Source: an optimization exercise on an open RTL-to-GDS flow (aim: small area, a short achievable clock period and few clock cycles per item). Production flows keep margins and buffers that such runs may drop. Function was not checked in any run shown here: the RTL went through the layout flow alone. Power figures rest on the tool's default switching activity, not on a simulated workload.

<file path="design/flow/design.v">
module tea_step (
    input  wire [31:0] b,
    input  wire [31:0] f,
    input  wire        dec,
    input  wire [31:0] acc,
    input  wire [31:0] kh,
    input  wire [31:0] kl,
    output wire [31:0] a_nx,
    output wire [31:0] f_nx
);
    wire [31:0] fd = f ^ {32{dec}};
    wire        o1;
    tea_add #(.W(32)) u_a (.x(b), .y(fd), .ci(dec), .s(a_nx), .co(o1));
    wire [27:0] s0 = b[27:0] ^ fd[27:0] ^ kh[31:4];
    wire [27:0] c0 = (b[27:0] & fd[27:0]) | (b[27:0] & kh[31:4]) | (fd[27:0] & kh[31:4]);
    wire [27:0] t0h;
    tea_add #(.W(28)) u_t0 (.x(s0), .y({c0[26:0], dec}), .ci(1'b0), .s(t0h), .co());
    wire [31:0] t0 = {t0h, kh[3:0]};
    wire [31:0] s1 = b ^ fd ^ acc;
    wire [31:0] c1 = (b & fd) | (b & acc) | (fd & acc);
    wire [31:0] t1;
    tea_add #(.W(32)) u_t1 (.x(s1), .y({c1[30:0], dec}), .ci(1'b0), .s(t1), .co());
    wire [4:0]  c5v;
    assign c5v[0] = (b[0] & fd[0]) | (b[0] & dec) | (fd[0] & dec);
    genvar i;
    generate
        for (i = 1; i < 5; i = i + 1) begin : c5c
            assign c5v[i] = (b[i] & fd[i]) | (b[i] & c5v[i-1]) | (fd[i] & c5v[i-1]);
        end
    endgenerate
    wire        c5 = c5v[4];
    wire [26:0] s2 = b[31:5] ^ fd[31:5] ^ kl[26:0];
    wire [26:0] c2 = (b[31:5] & fd[31:5]) | (b[31:5] & kl[26:0]) | (fd[31:5] & kl[26:0]);
    wire [26:0] t2l;
    wire        ca;
    tea_add #(.W(27)) u_t2 (.x(s2), .y({c2[25:0], c5}), .ci(1'b0), .s(t2l), .co(ca));
    wire        inc = ca ^ c2[26] ^ o1;
    wire [4:0]  klh = kl[31:27];
    wire [4:0]  klh1 = kl[31:27] + 5'd1;
    wire [31:0] t2 = {inc ? klh1 : klh, t2l};
    assign f_nx = t0 ^ t1 ^ t2;
endmodule
module tea_add #(parameter integer W = 32) (
    input  wire [W-1:0] x,
    input  wire [W-1:0] y,
    input  wire         ci,
    output wire [W-1:0] s,
    output wire         co
);
    localparam integer L = $clog2(W);
    wire [W-1:0] p = x ^ y;
    wire [W-1:0] g0 = x & y;
    wire [W-1:0] G [0:2*L];
    wire [W-1:0] P [0:2*L];
    assign G[0] = {g0[W-1:1], g0[0] | (p[0] & ci)};
    assign P[0] = p;
    genvar l, i;
    generate
        for (l = 0; l < L; l = l + 1) begin : up
            for (i = 0; i < W; i = i + 1) begin : b
                if ((i % (2 << l)) == (2 << l) - 1) begin : op
                    assign G[l+1][i] = G[l][i] | (P[l][i] & G[l][i - (1 << l)]);
                    assign P[l+1][i] = P[l][i] & P[l][i - (1 << l)];
                end else begin : pass
                    assign G[l+1][i] = G[l][i];
                    assign P[l+1][i] = P[l][i];
                end
            end
        end
        for (l = L - 2; l >= 0; l = l - 1) begin : dn
            for (i = 0; i < W; i = i + 1) begin : b
                if ((i % (2 << l)) == (1 << l) - 1 && i >= (2 << l)) begin : op
                    assign G[2*L-1-l][i] = G[2*L-2-l][i] | (P[2*L-2-l][i] & G[2*L-2-l][i - (1 << l)]);
                    assign P[2*L-1-l][i] = P[2*L-2-l][i] & P[2*L-2-l][i - (1 << l)];
                end else begin : pass
                    assign G[2*L-1-l][i] = G[2*L-2-l][i];
                    assign P[2*L-1-l][i] = P[2*L-2-l][i];
                end
            end
        end
    endgenerate
    assign s  = p ^ {G[2*L-1][W-2:0], ci};
    assign co = G[2*L-1][W-1];
endmodule
module tea_core (
    input  wire        clk,
    input  wire        rst,           
    input  wire        in_valid,
    output wire        in_ready,
    input  wire        in_decrypt,    
    input  wire [63:0] in_key,
    input  wire [63:0] in_block,
    output wire        out_valid,
    input  wire        out_ready,
    output wire [63:0] out_block
);
    reg         busy;       
    reg         vld;        
    reg  [6:0]  cnt;        
    reg         dec;
    reg  [63:0] key;
    reg  [31:0] a, b;
    reg  [31:0] fr;         
    function [31:0] acc_of(input [4:0] m);
        case (m)
            5'd0: acc_of = 32'h9E3779B9;
            5'd1: acc_of = 32'h3C6EF372;
            5'd2: acc_of = 32'hDAA66D2B;
            5'd3: acc_of = 32'h78DDE6E4;
            5'd4: acc_of = 32'h1715609D;
            5'd5: acc_of = 32'hB54CDA56;
            5'd6: acc_of = 32'h5384540F;
            5'd7: acc_of = 32'hF1BBCDC8;
            5'd8: acc_of = 32'h8FF34781;
            5'd9: acc_of = 32'h2E2AC13A;
            5'd10: acc_of = 32'hCC623AF3;
            5'd11: acc_of = 32'h6A99B4AC;
            5'd12: acc_of = 32'h08D12E65;
            5'd13: acc_of = 32'hA708A81E;
            5'd14: acc_of = 32'h454021D7;
            5'd15: acc_of = 32'hE3779B90;
            5'd16: acc_of = 32'h81AF1549;
            5'd17: acc_of = 32'h1FE68F02;
            5'd18: acc_of = 32'hBE1E08BB;
            5'd19: acc_of = 32'h5C558274;
            5'd20: acc_of = 32'hFA8CFC2D;
            5'd21: acc_of = 32'h98C475E6;
            5'd22: acc_of = 32'h36FBEF9F;
            5'd23: acc_of = 32'hD5336958;
            5'd24: acc_of = 32'h736AE311;
            5'd25: acc_of = 32'h11A25CCA;
            5'd26: acc_of = 32'hAFD9D683;
            5'd27: acc_of = 32'h4E11503C;
            5'd28: acc_of = 32'hEC48C9F5;
            5'd29: acc_of = 32'h8A8043AE;
            5'd30: acc_of = 32'h28B7BD67;
            5'd31: acc_of = 32'hC6EF3720;
        endcase
    endfunction
    wire        idle   = ~busy & ~vld;
    wire        accept = in_valid & idle;
    wire        last   = dec ? (cnt == 7'd65) : (cnt == 7'd64);
    wire        zero   = dec & ((cnt == 7'd127) | (cnt == 7'd64));
    wire [31:0] a_nx, f_nx;
    tea_step u_step (.b(b), .f(fr), .dec(dec), .acc(acc_of(cnt[5:1] ^ {5{dec}})),
                     .kh(key[63:32]), .kl(key[31:0]), .a_nx(a_nx), .f_nx(f_nx));
    assign in_ready  = idle;
    assign out_valid = vld;
    assign out_block = {b, a};
    always @(posedge clk) begin
        if (rst) begin
            busy <= 1'b0;
            vld  <= 1'b0;
        end else begin
            if (accept) begin
                busy <= 1'b1;
                vld  <= 1'b0;
            end else if (busy) begin
                if (last) begin
                    busy <= 1'b0;
                    vld  <= 1'b1;
                end
            end else if (out_ready) begin
                vld <= 1'b0;
            end
        end
    end
    always @(posedge clk) begin
        cnt <= idle ? {7{in_decrypt}} : cnt + 7'd1;
        fr  <= (idle | zero) ? 32'd0 : f_nx;
        if (idle) begin
            key <= in_key;
            dec <= in_decrypt;
            a   <= in_block[63:32];
            b   <= in_block[31:0];
        end else if (busy) begin
            a   <= a_nx;
            b   <= a;
        end
    end
endmodule
</file>
<file path="design/flow/run.sh">
#!/bin/bash
# synth_recipe.tcl (not shown) runs the flow's synth.tcl, then flattens the netlist and writes it again
# the make line also repeats each setting of config.mk as NAME=value (left out here)
make -C /OpenROAD-flow-scripts/flow DESIGN_CONFIG=/design/flow/config.mk WORK_HOME=/design/flow/orfs CLKGATE_MAP_FILE= SYNTH_SCRIPT=/design/flow/synth_recipe.tcl finish
</file>
<file path="design/flow/config.mk">
export PLATFORM = sky130hd
export DESIGN_NAME = tea_core
export DESIGN_NICKNAME = tea_core
export VERILOG_FILES = /design/flow/design.v
export SDC_FILE = /design/flow/constraint.sdc
export NUM_CORES = 4
export LEC_CHECK = 0
export ABC_AREA = 1
export CAP_MARGIN = 20
export CORE_MARGIN = 2
export CORE_UTILIZATION = 40
export SLEW_MARGIN = 20
</file>
<file path="design/flow/constraint.sdc">
create_clock -name core_clock -period 12.0 [get_ports {clk}]
set_input_delay 2.4000 -clock core_clock [delete_from_list [all_inputs] [get_ports {clk}]]
set_output_delay 2.4000 -clock core_clock [all_outputs]
set_load 0.01 [all_outputs]
</file>
==> impl_results.md, run 1 <==
* Setup bufs post-CTS at 0
* Slew Viols, Final at 0
* Vias per cell at 4.76
* Initial Util at 0.405
* Core Footprint at 37600 um^2
* Final routed DRC violation total at 0
* Die ar. at 39700 um^2
* Vias in the first global route at 12000
* DPL Wire Length at 32100 um
* CP Launch Type: flip-flop
* Post-Syn Area at 15200 um^2
* CP bufs+invs at 6
* Worst path max stage delay at 950 ps
* Seq/Total Area, Yosys at 0.308
* Starting DRT DRC Count at 526
* Relative slew slack at 0.273
* Leakage at 8.70 nW
* GRT Overall Usage at 0.211
* R2R Path Start: dec
* Ant. Diodes at 0
* Data arrival, critical path at 7180 ps
* Largest net degree at the start of global routing at 81
* CTS Root Cell: clkbuf_16
* Port Buffers at 198
* Crit. End Element: flip-flop
* Max FO, Critical Path at 44
* Setup Crit Path Kind: flip-flop to flip-flop
* H-tree Lvls at 4
* Reg2Reg Depth at 32
* Detailed Route WL at 40000 um
* Levels on crit path at 32
* FF-to-FF End: fr[31]
* Flops & latches, synth at 170
* Critical path required time at 12410 ps
* Final setup viols at 0
* Clock transition at path regs at 70 ps
* Post-CTS sizing at 0
* Final std cells w/o fill at 2403
* CTS Buf Count at 17
* Die width at 199 um
* Clock Tree Buf Depth at 2
* Critical Path Slowest Stage Cell: inv_1
* Syn avg cell area at 9.00 um^2
* Skew final at 11.8 ps
* Outcome: timing/DRC/antenna clean
* Vias post-DR at 11400
* RSZ-0062 raised after global routing: no
* Die H at 199 um
* Final nets at 2282
* Period utilisation layout at 0.564
* Setup TNS at 0 ps
* Synth Net Count at 2096
* Commonest non-fill, non-tap cell in the layout: inv_1
* Critical Path Most Common Cell: nand2_1
* Post-route minimum period at 6770 ps
* Area delta synth->final at 19.9%
* First-pass GRT wire length at 63000 um
* Distinct cells, synth at 48
* Yosys Warn Count at 4
* Grt ovf at 0
* GPL Wtd Cong at 0.890
* TritonRoute pass-1 iters at 5
* Skew-Pair Late Insertion Delay at 470 ps
* Avg WL per Cell at 16.7 um
* Endpoints failing hold at 0
* Max-Cap Viols at 0
* Number of I/O pins at 199
* Delay-heaviest family, CP: buffers and inverters
* Worst R2R Setup Slack at 5230 ps
* CTS tree: built
* Share of cells above drive strength 1 at 0.0354
* Fill cells at 3665
* Worst Setup EP: fr[31]
* Gate count of the mapped netlist at 1693
* Hold Buf Count CTS at 0
* Most frequent cells in the layout: 355 x inv_1, 351 x nand2_1, 198 x clkdlybuf4s50_1
* Worst min-delay path category: flip-flop to flip-flop
* Power Density at 291 nW/um^2
* Fmax at 148 MHz
* Rows at 71
* Worst setup startpoint: dec
* Initial antenna violation count at 0
* Worst Max-Slew Pin Slew at 1090 ps
* Antenna viol nets, final at 0
* Cells after DPL at 2371
* Hold path start: busy
* Peak VDD IR at 0.124 mV
* Sink Count at 170
synth_stat cells, drive strengths merged:
library cell / instances / area, um^2
ha: 125 / 1560
a31o: 3 / 26.3
a21o: 10 / 75.1
o22ai: 3 / 18.8
a221oi: 1 / 8.76
edfxtp: 129 / 3870
and3: 2 / 12.5
o21a: 1 / 7.51
a21oi: 77 / 389
clkinv: 1 / 3.75
a21boi: 2 / 15.0
dfxtp: 41 / 821
xor2: 52 / 470
buf: 15 / 111
a311oi: 1 / 8.76
o31ai: 4 / 30.0
or2: 16 / 100
o21ai: 72 / 368
o21ba: 1 / 10.0
inv: 358 / 1340
o211ai: 8 / 60.1
nor2: 86 / 325
nand2: 353 / 1330
clkbuf: 20 / 75.1
nor4: 2 / 12.5
nor3: 6 / 30.0
nand4: 6 / 37.5
o32ai: 1 / 8.76
fa: 145 / 2900
a211oi: 2 / 15.0
nand3b: 2 / 15.0
o21bai: 7 / 52.6
xnor2: 94 / 857
a31oi: 12 / 75.1
nand3: 35 / 175
worst reg2reg max path, delay by kind of cell (launching register included):
family,cells,cell delay (ps)
fa+ha+maj,3,1220
compound gates,6,810
flops,1,320
simple gates,14,1800
buf+inv,6,2020
xor+xnor,3,550
state kept, by name, summed over array words and instances (netlist names):
signal and count:
key 64, vld 1, busy 1, cnt 7, fr 32, b 32
a 32, dec 1
worst min path at each step:
| stage | cells past startpoint | end | slack [ps] |
|---|---|---|---|
| after global placement | 2 | busy | 510 |
| final | 2 | busy | 520 |
| after global routing | 2 | busy | 570 |
| after floorplan | 2 | busy | 450 |
| after detailed placement | 2 | busy | 510 |
| after CTS | 2 | busy | 520 |
stage by stage:
stage	cell area (um^2)	hold slack (ps)	util	power, mW	setup WS [ps]
after floorplan	15200	455	-	3.77	6630
after global placement	17700	512	0.471	4.70	5350
after detailed placement	17700	512	0.471	4.78	5180
after CTS	18300	523	0.486	5.37	5140
after global routing	18300	567	0.486	5.90	4410
final	18300	520	0.486	5.32	5230
routing by layer:
layer	up-vias	global-route usage	routed length [um]
li1	5654	-	-
met1	5496	0.273	18200
met2	254	0.368	19800
met3	29	0.0359	1540
met4	0	0.0503	566
met5	-	0	0
logic make-up (layout without fill, tap and decap cells):
kind of cell / after synthesis / in the layout / synth area share
flops: 170 / 170 / 0.308
simple gates: 508 / 508 / 0.134
buf+inv: 394 / 593 / 0.101
compound gates: 205 / 205 / 0.0767
fa+ha+maj: 270 / 270 / 0.293
xor+xnor: 146 / 146 / 0.0872
area by class of cell:
cell class	count	area, um^2	area share
Tap cell	511	639	0.0350
Sequential cell	170	4690	0.257
Clock inverter	14	121	0.00664
Clock buffer	18	439	0.0240
Inverter	359	1350	0.0738
Timing Repair Buffer	202	2010	0.110
Multi-Input combinational cell	1129	9010	0.493
report_power, final:
part	leakage [nW]	switching, mW	total, mW	internal, mW
Combinational	6.74	2.22	3.94	1.73
Clock	0.275	0.258	0.549	0.291
Sequential	1.69	0.0717	0.828	0.757
==> run 2: changes to the inputs <==
==> design/flow/flow/run.sh (new file) <==
#!/bin/bash
# Standard ORFS layout, with 1x port buffers and a timing-repair target
# tighter than the clock (the clock and the SDC are unchanged).
set -euo pipefail
bash standard.sh synth > synth.log 2>&1
bash standard.sh SETUP_SLACK_MARGIN=8 BUFFER_PORTS_ARGS="-buffer_cell sky130_fd_sc_hd__buf_1" finish > layout.log 2>&1
==> design/flow/standard.sh (new file) <==
#!/bin/bash
# synth_recipe.tcl (not shown) runs the flow's synth.tcl, then flattens the netlist and writes it again
# the make line also repeats each setting of config.mk as NAME=value (left out here)
make -C /OpenROAD-flow-scripts/flow DESIGN_CONFIG=/design/flow/config.mk WORK_HOME=/design/flow/orfs CLKGATE_MAP_FILE= SYNTH_SCRIPT=/design/flow/synth_recipe.tcl "${@:-finish}"
removed: design/flow/run.sh
==> run 2 against run 1 <==
  * Non-clock buffer count grew 72
  * Clock power grew 13%
  * Flip-flop and latch count did not move
  * Critical path type unchanged
  * Largest cell class unchanged
  * Largest power group unchanged
==> impl_results.md, run 2 <==
* Initial Util at 0.405 (unchanged)
* Detailed Route WL at 42200 um (+5.3%)
* Critical path required time at 12380 ps (-30 ps)
* Hold path start: busy
* Worst Setup EP: fr[22]
* CTS Root Cell: clkbuf_16
* Relative slew slack at 0.274 (+0.000327)
* Core Footprint at 37600 um^2 (unchanged)
* Final Cell Area at 19100 um^2 (+4.4%)
* Starting DRT DRC Count at 576 (+9.5%)
* GPL Wtd Cong at 0.870 (-2.2%)
* Setup WS pre-CTS at 5720 ps (+548 ps)
* Vias post-DR at 12000 (+4.8%)
* Clock transition at path regs at 80 ps (about the same)
* Share of cells above drive strength 1 at 0.161 (+0.126)
* Die ar. at 39700 um^2 (unchanged)
* Crit. End Element: flip-flop
* Period utilisation layout at 0.415 (-0.150)
* Avg WL per Cell at 17.0 um (+2.2%)
* Port Buffers at 198 (unchanged)
* Post-synthesis async set-or-reset flop share at 0 (unchanged)
* Most frequent cells in the layout: 339 x inv_1, 327 x nand2_1, 198 x buf_1
* Final std cells w/o fill at 2476 (+3.0%)
* Most flops, register: key
* Die width at 199 um (unchanged)
* Power Density at 336 nW/um^2 (+15%)
* Post-Syn Area at 15200 um^2 (unchanged)
* Worst path max stage delay at 540 ps (-410 ps)
* Seq/Total Area, Yosys at 0.308 (unchanged)
* Distinct cells, synth at 48 (unchanged)
* Gate count of the mapped netlist at 1693 (unchanged)
* Final setup viols at 0 (unchanged)
* Slew Viols, Final at 0 (unchanged)
* TritonRoute pass-1 iters at 5 (unchanged)
* Worst setup startpoint: dec
* R2R Path Start: dec
* Flops & latches, synth at 170 (unchanged)
* Fill cells at 3503 (-4.4%)
* Most common cell in the synthesized netlist: inv_1
* Ant. Diodes at 0 (unchanged)
* Final routed DRC violation total at 0 (unchanged)
* Cells after DPL at 2374 (+0.13%)
* Sink Count at 170 (unchanged)
* Initial antenna violation count at 0 (unchanged)
* Worst Slack Setup Final at 7020 ps (+1800 ps)
* Post-route minimum period at 4980 ps (-1800 ps)
* Synth Net Count at 2096 (unchanged)
* CTS tree: built
* Delay-heaviest family, CP: adder cells
* Yosys Warn Count at 4 (unchanged)
* Setup Crit Path Kind: flip-flop to flip-flop
* Clock Tree Buf Depth at 2 (unchanged)
* DPL Wire Length at 31900 um (-0.52%)
* Critical Path Slowest Stage Cell: fa_2
* Reg2Reg Depth at 27 (-16%)
* Power Total at 6.40 mW (+20%)
* Worst R2R Setup Slack at 7020 ps (+1800 ps)
* Final core occ at 0.507 (+0.0212)
* Rows at 71 (unchanged)
* Max FO, Critical Path at 6 (-86%)
* Fmax at 201 MHz (+36%)
* Worst Max-Slew Pin Slew at 1090 ps (-0.491 ps)
* Max-Cap Viols at 0 (unchanged)
* Leakage at 8.97 nW (+3.1%)
* FF-to-FF End: fr[22]
* Hold_ws at 531 ps (+11.1 ps)
* CP Launch Type: flip-flop
* CTS Buf Count at 17 (unchanged)
* Antenna viol nets, final at 0 (unchanged)
* Number of I/O pins at 199 (unchanged)
* Endpoints failing hold at 0 (unchanged)
* Area delta synth->final at 25.2%
* Vias in the first global route at 12300 (+2.0%)
* Vias per cell at 4.84 (+1.7%)
* Data arrival, critical path at 5360 ps (-1820 ps)
* Peak VDD IR at 0.138 mV (+11%)
* Die H at 199 um (unchanged)
* First-pass GRT wire length at 65500 um (+4.0%)
* Largest net degree at the start of global routing at 77 (-4.9%)
* CP bufs+invs at 7 (+1)
* RSZ-0062 raised after global routing: yes
* Post-synth top area cell: edfxtp_1
* GRT Overall Usage at 0.219 (+0.00777)
* Worst min-delay path category: flip-flop to flip-flop
* H-tree Lvls at 4 (unchanged)
* Setup TNS at 0 ps (unchanged)
* Dpl cell area at 16700 um^2 (-5.6%)
* Synth top area share at 0.254 (unchanged)
* Synth area leaders: edfxtp_1 25%, fa_1 19%, ha_1 10%, inv_1 8.7%, nand2_1 8.7%
* Number of enable flip-flop cells after synthesis at 129 (unchanged)
* Skew-Pair Late Insertion Delay at 460 ps (about the same)
* Largest register FFs at 64 (unchanged)
* Final nets at 2355 (+3.2%)
* Top FF cell, synth: edfxtp_1
* Syn avg cell area at 9.00 um^2 (unchanged)
* Synth cell count leaders: 355 x inv_1, 351 x nand2_1, 145 x fa_1, 129 x edfxtp_1, 125 x ha_1
* Grt ovf at 0 (unchanged)
* Commonest non-fill, non-tap cell in the layout: inv_1
* Levels on crit path at 27 (-16%)
* Skew final at 9.87 ps (-1.94 ps)
* Outcome: timing/DRC/antenna clean
run 2: cell types whose count changed in the layout (fill, tap and decap cells not counted), moves of 16 or more:
cell	previous run	this run
xnor2_2	2	43
nand2_2	2	19
a21oi_2	1	23
ha_1	125	109
nand2_1	351	327
buf_1	0	198
fa_2	0	17
inv_1	355	339
xnor2_1	91	36
clkdlybuf4s50_1	198	0
buf_4	4	60
fa_1	145	128
a21oi_1	76	53
run 2: report_power, final:
group | leakage, nW | switching, mW | internal [mW]
clock network | 0.308 | 0.268 | 0.353
registers | 1.69 | 0.0843 | 0.757
logic | 6.97 | 2.62 | 2.32
run 2: timing repair:
action / CTS / global route
hold buffers: 0 / 0
gates cloned: 6 / 0
resized for setup: 127 / 71
pin swaps: 53 / 56
buffers inserted: 45 / 19
endpoints found under the setup margin: 40 / 30
run 2: layer usage:
metal,track usage,wire [um],vias up
met4,0.0456,550,0
met3,0.0339,1830,34
met5,0,0,-
li1,-,-,5797
met2,0.392,21500,307
met1,0.279,18300,5846
run 2: layout make-up:
cell class | count | area [um^2] | area share
timing repair buffer | 274 | 1490 | 0.0780
clock inverter | 15 | 211 | 0.0111
clock buffer | 17 | 425 | 0.0223
multi-input combinational | 1129 | 10200 | 0.537
timing repair inverter | 1 | 7.51 | 0.000394
inverter | 359 | 1370 | 0.0717
sequential | 170 | 4690 | 0.246
tap | 511 | 639 | 0.0335
run 2: worst min-delay path by stage:
stage,endpoint,cells after the start
floorplan,busy,2
global placement,cnt[6],2
detailed placement,busy,2
CTS,busy,2
global route,b[19],2
finish,busy,2
run 2: worst reg2reg max path: stages (launching register included):
cell and delay (ps):
edfxtp_1 460, buf_6 170, buf_16 140, xnor2_4 230
inv_4 90, ha_4 250, inv_4 100, nand2_8 70
o21ai_1 80, nand2_1 110, a21oi_2 140, a31o_2 170
inv_2 50, fa_2 540, ha_4 210, a21oi_2 120
nand2_1 90, a21oi_2 170, nand2_4 90, buf_4 140
buf_6 110, nand2_1 60, nand3_2 110, a31oi_4 170
fa_2 470, xnor2_2 160, or2_2 270, a21oi_1 120
run 2: logic make-up after synthesis:
group / Yosys count / synth area share
buffers and inverters: 394 / 0.101
flip-flops: 170 / 0.308
AND/OR/NAND/NOR: 508 / 0.134
XOR/XNOR: 146 / 0.0872
AO/OA/AOI/OAI: 205 / 0.0767
adder cells (fa/ha/maj): 270 / 0.293

afterwards: timing with drivers on the ports:
In the flow no input, the clock included, has a driving cell. The finished layouts below were timed again as built, in two steps.
Step 1: set_driving_cell puts a clkbuf_16 on clk and a buf_2 on each other input, an assumption about the parent block.
Step 2 times the ports against the registers' clock, not the clock port: input delays grow and output delays shrink by t, the midpoint of the rising clock arrivals with the driver on.
a / b / c = ideal / step 1 / step 2; a / b = the first two.
run	t, ns	setup slack, ns	worst setup path at the end	slew at the worst register clock pin (ns)	worst data-port slew with drivers (ns)
run 1	0.519	5.229 / 5.229 / 5.229	register to register	0.07 / 0.07	0.07
run 2	0.508	7.025 / 7.025 / 7.025	register to register	0.08 / 0.08	0.06
After both steps setup and hold are still met in every run listed.
